What follows belongs to an exercise in optimizing a design on an open flow for small area; a production flow would make more cautious choices.
In this exercise RTL edits were held to simulation tests only and were not proved equivalent to the original.
Power figures rest on the tool's default switching activity, not on a simulated workload.

`design/flow/config.mk`:
```
export PLATFORM = sky130hd
export DESIGN_NAME = irdec
export DESIGN_NICKNAME = irdec
export VERILOG_FILES = /design/flow/design.v
export SDC_FILE = /design/flow/constraint.sdc
export NUM_CORES = 4
export LEC_CHECK = 0
export CAP_MARGIN = 20
export CORE_MARGIN = 2
export CORE_UTILIZATION = 40
export SLEW_MARGIN = 20
```
`design/flow/constraint.sdc`:
```
create_clock -name core_clock -period 15.0 [get_ports {clk}]
set_input_delay 3.0000 -clock core_clock [delete_from_list [all_inputs] [get_ports {clk}]]
set_output_delay 3.0000 -clock core_clock [all_outputs]
set_load 0.01 [all_outputs]
```
`design/flow/design.v`:
```
module irdec (
    input  wire        clk,
    input  wire        rst,
    input  wire        ir_in,
    output reg         act_valid,
    output reg  [2:0]  act_op,
    output reg  [15:0] act_duty,
    output reg         note_valid,
    output reg  [3:0]  note_action,
    output reg  [7:0]  note_code,
    output reg         dec_valid,
    output reg         dec_ok,
    output reg  [7:0]  dec_code
);
    localparam [17:0] T_EDGE_TO    = 18'd150000;
    localparam [17:0] T_LEAD_TO    = 18'd12000;
    localparam [17:0] T_LEAD_MIN   = 18'd8000;
    localparam [17:0] T_LEAD_MAX   = 18'd10000;
    localparam [17:0] T_SPACE_TO   = 18'd7000;
    localparam [17:0] T_SPACE_MIN  = 18'd3500;
    localparam [17:0] T_SPACE_MAX  = 18'd5000;
    localparam [17:0] T_BITLOW_TO  = 18'd1000;
    localparam [17:0] T_BITHIGH_TO = 18'd2500;
    localparam [17:0] T_BIT_MIN    = 18'd200;
    localparam [17:0] T_ONE        = 18'd1200;
    localparam [9:0]  IDLE_LIMIT   = 10'd800;
    localparam [9:0]  PAUSE_US     = 10'd1000;
    localparam [15:0] SPEED_RESET  = 16'd32768;
    localparam [15:0] SPEED_STEP   = 16'd6553;
    localparam [15:0] TURN_SPEED   = 16'd13107;
    localparam [2:0] W_EDGE    = 3'd0;
    localparam [2:0] W_LEAD    = 3'd1;
    localparam [2:0] W_SPACE   = 3'd2;
    localparam [2:0] W_BITLOW  = 3'd3;
    localparam [2:0] W_BITHIGH = 3'd4;
    localparam [2:0] GAP       = 3'd5;
    localparam [7:0] C_FORWARD  = 8'h18;
    localparam [7:0] C_LEFT     = 8'h08;
    localparam [7:0] C_STOP     = 8'h1C;
    localparam [7:0] C_RIGHT    = 8'h5A;
    localparam [7:0] C_BACKWARD = 8'h52;
    localparam [7:0] C_RESET_SP = 8'h09;
    localparam [7:0] C_INC_SP   = 8'h15;
    localparam [7:0] C_DEC_SP   = 8'h07;
    localparam [2:0] OP_STOP     = 3'd0;
    localparam [2:0] OP_FORWARD  = 3'd1;
    localparam [2:0] OP_BACKWARD = 3'd2;
    localparam [2:0] OP_LEFT     = 3'd3;
    localparam [2:0] OP_RIGHT    = 3'd4;
    reg [2:0]  phase;
    reg [17:0] e;
    reg [4:0]  bit_idx;
    reg [31:0] frame;
    reg [15:0] speed;
    reg [9:0]  idle;
    reg [9:0]  gap;
    reg        target;
    reg [17:0] timeout;
    always @(*) begin
        case (phase)
            W_EDGE:    begin target = 1'b0; timeout = T_EDGE_TO;    end
            W_LEAD:    begin target = 1'b1; timeout = T_LEAD_TO;    end
            W_SPACE:   begin target = 1'b0; timeout = T_SPACE_TO;   end
            W_BITLOW:  begin target = 1'b1; timeout = T_BITLOW_TO;  end
            default:   begin target = 1'b0; timeout = T_BITHIGH_TO; end
        endcase
    end
    wire in_wait   = (phase != GAP);
    wire seen      = (e <= timeout) && (ir_in == target);
    wire timed_out = !seen && (e == timeout + 18'd1);
    wire       bit_val = (e > T_ONE);
    reg [31:0] frame_next;
    always @(*) begin
        frame_next = frame;
        frame_next[bit_idx] = bit_val;
    end
    wire addr_ok = ((frame_next[7:0]   + frame_next[15:8])  == 8'hFF);
    wire cmd_ok  = ((frame_next[23:16] + frame_next[31:24]) == 8'hFF);
    wire [7:0] cmd = frame_next[23:16];
    reg attempt_end;
    reg attempt_ok;
    always @(*) begin
        attempt_end = 1'b0;
        attempt_ok  = 1'b0;
        if (in_wait) begin
            if (timed_out) begin
                attempt_end = 1'b1;
            end else if (seen) begin
                case (phase)
                    W_EDGE:  ;
                    W_LEAD:  attempt_end = (e < T_LEAD_MIN) || (e > T_LEAD_MAX);
                    W_SPACE: attempt_end = (e < T_SPACE_MIN) || (e > T_SPACE_MAX);
                    W_BITLOW: ;
                    default: begin
                        if (e < T_BIT_MIN) begin
                            attempt_end = 1'b1;
                        end else if (bit_idx == 5'd31) begin
                            attempt_end = 1'b1;
                            attempt_ok  = addr_ok && cmd_ok;
                        end
                    end
                endcase
            end
        end
    end
    wire [9:0] idle_inc    = idle + 10'd1;
    wire       force_stop  = attempt_end && !attempt_ok && (idle_inc > IDLE_LIMIT);
    always @(*) begin
        act_valid   = 1'b0;
        act_op      = 3'd0;
        act_duty    = 16'd0;
        note_valid  = 1'b0;
        note_action = 4'd0;
        note_code   = 8'd0;
        dec_valid   = 1'b0;
        dec_ok      = 1'b0;
        dec_code    = 8'd0;
        if (!rst && attempt_end) begin
            dec_valid = 1'b1;
            if (attempt_ok) begin
                dec_ok     = 1'b1;
                dec_code   = cmd;
                note_valid = 1'b1;
                note_code  = cmd;
                case (cmd)
                    C_FORWARD:  begin note_action = 4'd0; act_valid = 1'b1; act_op = OP_FORWARD;  act_duty = speed;      end
                    C_LEFT:     begin note_action = 4'd1; act_valid = 1'b1; act_op = OP_LEFT;     act_duty = TURN_SPEED; end
                    C_STOP:     begin note_action = 4'd2; act_valid = 1'b1; act_op = OP_STOP;                            end
                    C_RIGHT:    begin note_action = 4'd3; act_valid = 1'b1; act_op = OP_RIGHT;    act_duty = TURN_SPEED; end
                    C_BACKWARD: begin note_action = 4'd4; act_valid = 1'b1; act_op = OP_BACKWARD; act_duty = speed;      end
                    C_RESET_SP: note_action = 4'd5;
                    C_INC_SP:   note_action = 4'd6;
                    C_DEC_SP:   note_action = 4'd7;
                    default:    note_action = 4'd8;
                endcase
            end else if (force_stop) begin
                act_valid = 1'b1;
                act_op    = OP_STOP;
            end
        end
    end
    always @(posedge clk) begin
        if (rst) begin
            phase   <= W_EDGE;
            e       <= 18'd0;
            bit_idx <= 5'd0;
            frame   <= 32'd0;
            speed   <= SPEED_RESET;
            idle    <= 10'd0;
            gap     <= 10'd0;
        end else if (phase == GAP) begin
            if (gap == 10'd1) begin
                phase <= W_EDGE;
                e     <= 18'd0;
                gap   <= 10'd0;
            end else begin
                gap <= gap - 10'd1;
            end
        end else if (attempt_end) begin
            if (phase == W_BITHIGH && seen)
                frame <= frame_next;
            e <= 18'd0;
            if (attempt_ok) begin
                idle  <= 10'd0;
                phase <= W_EDGE;
                gap   <= 10'd0;
                case (cmd)
                    C_RESET_SP: speed <= SPEED_RESET;
                    C_INC_SP:   if ({1'b0, speed} + 17'd6553 < 17'd65536) speed <= speed + SPEED_STEP;
                    C_DEC_SP:   if (speed > SPEED_STEP) speed <= speed - SPEED_STEP;
                    default:    ;
                endcase
            end else if (force_stop) begin
                idle  <= 10'd0;
                phase <= W_EDGE;
                gap   <= 10'd0;
            end else begin
                idle  <= idle_inc;
                phase <= GAP;
                gap   <= PAUSE_US;
            end
        end else if (seen) begin
            e <= 18'd1;
            case (phase)
                W_EDGE:   phase <= W_LEAD;
                W_LEAD:   phase <= W_SPACE;
                W_SPACE:  begin phase <= W_BITLOW; bit_idx <= 5'd0; end
                W_BITLOW: phase <= W_BITHIGH;
                default:  begin
                    frame   <= frame_next;
                    bit_idx <= bit_idx + 5'd1;
                    phase   <= W_BITLOW;
                end
            endcase
        end else begin
            e <= e + 18'd1;
        end
    end
endmodule
```
`design/flow/run.sh`:
```
#!/bin/bash
# synth_recipe.tcl (not shown) runs the flow's synth.tcl, then flattens the netlist and writes it again
# the make line also repeats each setting of config.mk as NAME=value (left out here)
make -C /OpenROAD-flow-scripts/flow DESIGN_CONFIG=/design/flow/config.mk WORK_HOME=/design/flow/orfs CLKGATE_MAP_FILE= SYNTH_SCRIPT=/design/flow/synth_recipe.tcl finish
```
==> flow_metrics.py <==
metrics = {
    "drt": {
        "drt-total-wl_um": 23400,
        "antenna_left": 0,
        "remaining_drc_errors": 0,
        "drt_first_pass_iters": 5,
        "drt_iter0_markers": 668,
        "vias": 8043,
        "drt-vias-per-instance": 6.01,
        "routed_wire_length_per_instance_um": 17.5,
    },
    "floorplan": {
        "num_rows": 51,
        "design.portCount": 46,
        "floorplan.die.width_um": 146,
        "core_region_area_mm2": 0.0196,
        "starting_density_of_the_core": 0.411,
        "die_outline_area_mm2": 0.0213,
        "die_h_um": 146,
    },
    "clocking": {
        "clock_tree.buffer_depth": 2,
        "clk_pin_slew_ns": 0.07,
        "cts-buffers-inserted": 9,
        "worst_skew_pair.late_latency_ns": 0.36,
        "tritoncts": "done",
        "h-tree-depth": 3,
        "post_cts.repair.setup_buffers": 0,
        "number_of_resized_instances_in_the_post_cts_repair_step": 0,
        "clockRootBuffer": "sky130_fd_sc_hd__clkbuf_16",
        "cts_hold_repair.buffers": 0,
        "number_of_sinks_handled_by_clock_tree_synthesis": 94,
    },
    "final_layout": {
        "instances_no_fill": 1338,
        "synthToLayoutAreaGrowth_pct": 9.21,
        "antennaDiodeCount": 0,
        "layout.cell_area.non_filler_mm2": 0.00878,
        "layout.cells.most_common_list": "sky130_fd_sc_hd__nand2_1, sky130_fd_sc_hd__nor2_1, sky130_fd_sc_hd__dfxtp_1",
        "mostFrequentLayoutCell": "sky130_fd_sc_hd__nand2_1",
        "nets": 1117,
        "final_layout_size_suffix_gt1_frac": 0.0718,
    },
    "synth": {
        "ys_types": 95,
        "async_reset_ff_frac": 0,
        "synth_seq_area_share": 0.234,
        "synth_nets": 1139,
        "synth-compound-area-share": 0.271,
        "multiplexer_share_of_the_synthesized_area": 0.0233,
        "yosys_register_bits": 94,
        "synth.top_cell.area_share": 0.234,
        "synth.area.top_cells": "sky130_fd_sc_hd__dfxtp_1, sky130_fd_sc_hd__ha_1, sky130_fd_sc_hd__nand2_1",
        "synth-edff-count": 0,
        "synthesis.instances": 1090,
        "xor_xnor_share_of_the_synthesized_area": 0.0327,
        "dominant_combinational_cell_family_by_area_after_synthesis": "simple AND/OR/NAND/NOR gates",
        "synthesis.area_per_instance_um2": 7.38,
        "post_synth_fa_ha_maj_area_fraction": 0.0734,
        "syn-cell-area_mm2": 0.00804,
        "synthesis.yosys.warnings": 1,
        "yosys.area.top_type": "sky130_fd_sc_hd__dfxtp_1",
        "synth_flop_cell": "sky130_fd_sc_hd__dfxtp_1",
        "post_synth_and_or_nand_nor_area_fraction": 0.293,
    },
    "placed_design": {
        "placed_area_mm2": 0.00847,
        "dp.cells": 1322,
        "place.detailed.hpwl_um": 16700,
        "place.gp.congestion": 0.854,
        "placement.io_buffers": 45,
    },
    "pwr": {
        "power.density_cell_area_mw_per_mm2": 116,
        "worst_ir_drop_vdd_uv": 104,
        "totalPowerFinal_mw": 1.01,
        "p_leak_nw": 3.12,
    },
    "flow_run": {
        "max_cap_violations": 0,
    },
    "worst_hold_path": {
        "min_path_type": "register to register",
    },
    "worst_setup_path": {
        "cp.arrival_ns": 7.38,
        "worst_path_max_delay_cell": "sky130_fd_sc_hd__a311oi_2",
        "path_class": "register to output port",
        "worst_setup_path_end_kind": "output port",
        "required_ns": 12.00,
        "setup.worst_path.start_class": "register",
        "crit_path_max_incr_delay_ns": 0.79,
        "cpMostUsedCell": "sky130_fd_sc_hd__inv_1",
        "path_max_fanout": 23,
        "crit_path_cells": "inv_1, ha_1, nand2b_1, a311oi_2, or2_2, nand2_1, mux2_2, ha_1, inv_1, fa_1, nor3b_1, and4_1, nand4_1, nor4_1, o2111ai_1, nor4_2, buf_4, nand2_1, inv_1, and3_1, clkdlybuf4s50_1",
    },
    "grt": {
        "grt_pass1_wl_um": 38900,
        "grt_use_total": 0.220,
        "grt_pass1_vias": 7462,
        "met3_routing_resource_usage_after_global_routing": 0.0270,
        "grt.met1_usage": 0.311,
        "grt_start_max_net_pins": 79,
        "grt.busiest_layer": "met2",
        "grtUsageMet2": 0.346,
        "grt_overflow_total": 0,
        "number_of_antenna_violations_at_the_first_check_in_global_routing": 0,
    },
    "sta": {
        "final_max_slew_viol_count": 0,
        "tightestPinTransition_ns": 1.10,
        "setup_total_negative_slack_ns": 0,
        "maxClockFrequency_ghz": 0.0963,
        "layout_worst_path_cycle_share": 0.692,
        "hold-worst-slack_ns": 0.459,
        "final.setup_skew_ns": 0.0156,
        "hold_viol_final": 0,
        "max_slew_margin": 0.264,
        "setup_viol": 0,
        "grt_setup_unrepaired": "false",
        "final.min_clock_period_ns": 10.38,
    },
    "status": {
        "run_status": "no timing/DRC/antenna violations",
    },
}
-- per-layer routing --
| metal | wire length [um] | part of all wire | vias to the layer above |
|---|---|---|---|
| li1 | - | - | 3999 |
| met1 | 11300 | 0.48 | 3784 |
| met2 | 10500 | 0.45 | 225 |
| met3 | 1080 | 0.046 | 35 |
| met4 | 474 | 0.020 | 0 |
| met5 | 0 | 0 | - |
-- report_power, final --
| group | internal [mW] | leakage (nW) | switching, mW |
|---|---|---|---|
| clock | 0.139 | 0.146 | 0.107 |
| sequential | 0.281 | 0.762 | 0.0368 |
| combinational | 0.152 | 2.22 | 0.300 |
-- registers in the layout, indices dropped and copies added, names as in the netlist --
register	count
bit_idx	5
e	18
frame	32
gap	10
idle	10
phase	3
speed	16
-- area by class of cell --
type                    count  area [um^2]
clock buffers              13          260
clock inverters             3         42.5
fillers                  2001        10800
inverters                  41          156
multi-input cells         869         5610
flip-flops and latches     94         1880
well taps                 265          332
repair buffers             53          505
-- final timing paths --
check	startpoint	to	slack (ns)	cells past startpoint
min	frame[6]$_SDFFE_PP0P_	frame[6]$_SDFFE_PP0P_	0.46	2
max	bit_idx[0]$_SDFFE_PP0P_	act_duty[6]	4.62	21
max reg2reg	bit_idx[0]$_SDFFE_PP0P_	speed[9]$_SDFFE_PP0P_	8.17	18
min reg2reg	frame[6]$_SDFFE_PP0P_	frame[6]$_SDFFE_PP0P_	0.46	2
-- synth_stat cells (14+ instances only) --
cell,count
sky130_fd_sc_hd__dfxtp_1,94
sky130_fd_sc_hd__nor4_1,14
sky130_fd_sc_hd__xnor2_1,17
sky130_fd_sc_hd__a221oi_1,14
sky130_fd_sc_hd__o21ai_0,44
sky130_fd_sc_hd__inv_1,38
sky130_fd_sc_hd__and3_1,22
sky130_fd_sc_hd__nor3_1,39
sky130_fd_sc_hd__nand2_1,141
sky130_fd_sc_hd__a21oi_1,75
sky130_fd_sc_hd__nand4_1,32
sky130_fd_sc_hd__nand3_1,48
sky130_fd_sc_hd__a31oi_1,15
sky130_fd_sc_hd__buf_2,20
sky130_fd_sc_hd__ha_1,44
sky130_fd_sc_hd__mux2_2,14
sky130_fd_sc_hd__nor2_1,107
sky130_fd_sc_hd__clkbuf_1,49
-- through the flow --
| stage | setup WS, ns | utilization |
|---|---|---|
| detailed placement | 5.11 | 0.432 |
| global route | 4.02 | 0.448 |
| CTS | 4.70 | 0.448 |
| floorplan | 6.68 | - |
| finish | 4.62 | 0.448 |
| global placement | 5.34 | 0.432 |
-- critical path: cells and delay by family, from the launching register on --
| kind | cells | cell delay (ns) |
|---|---|---|
| multiplexers | 1 | 0.34 |
| AO/OA/AOI/OAI | 2 | 1.00 |
| buffers and inverters | 5 | 1.50 |
| adder cells (fa/ha/maj) | 3 | 1.03 |
| AND/OR/NAND/NOR | 10 | 2.38 |
| flip-flops | 1 | 0.77 |
-- kinds of logic after synthesis --
group	count (synthesis)
flip-flops	94
AO/OA/AOI/OAI	303
multiplexers	17
AND/OR/NAND/NOR	473
buffers and inverters	127
adder cells (fa/ha/maj)	46
XOR/XNOR	30

==> separate check: timing with driven ports <==
Ports are ideal in the flow. The routed layout listed here was re-timed in OpenROAD. Step 1 (the two cells are an assumption about what drives the block):
set clk [get_ports {clk}]
set_driving_cell -lib_cell sky130_fd_sc_hd__clkbuf_16 $clk
set_driving_cell -lib_cell sky130_fd_sc_hd__buf_2 [delete_from_list [all_inputs] $clk]
Step 2 also shifts input and output timing later by t, the mid clock arrival at the registers, as if the neighbouring blocks saw the same clock. Slacks: ideal ports / drivers / drivers and shift; pairs: ideal ports / drivers.
t, ns: 0.396
setup WS [ns]: 4.616 / 4.575 / 4.971
hold slack, ns: 0.459 / 0.459 / 0.459
latest minus earliest clock arrival (ns): 0.016 / 0.016
After both steps this run still meets setup and hold. For this run, drivers alone change the setup slack by -0.041 ns; drivers and shift together by +0.355 ns.
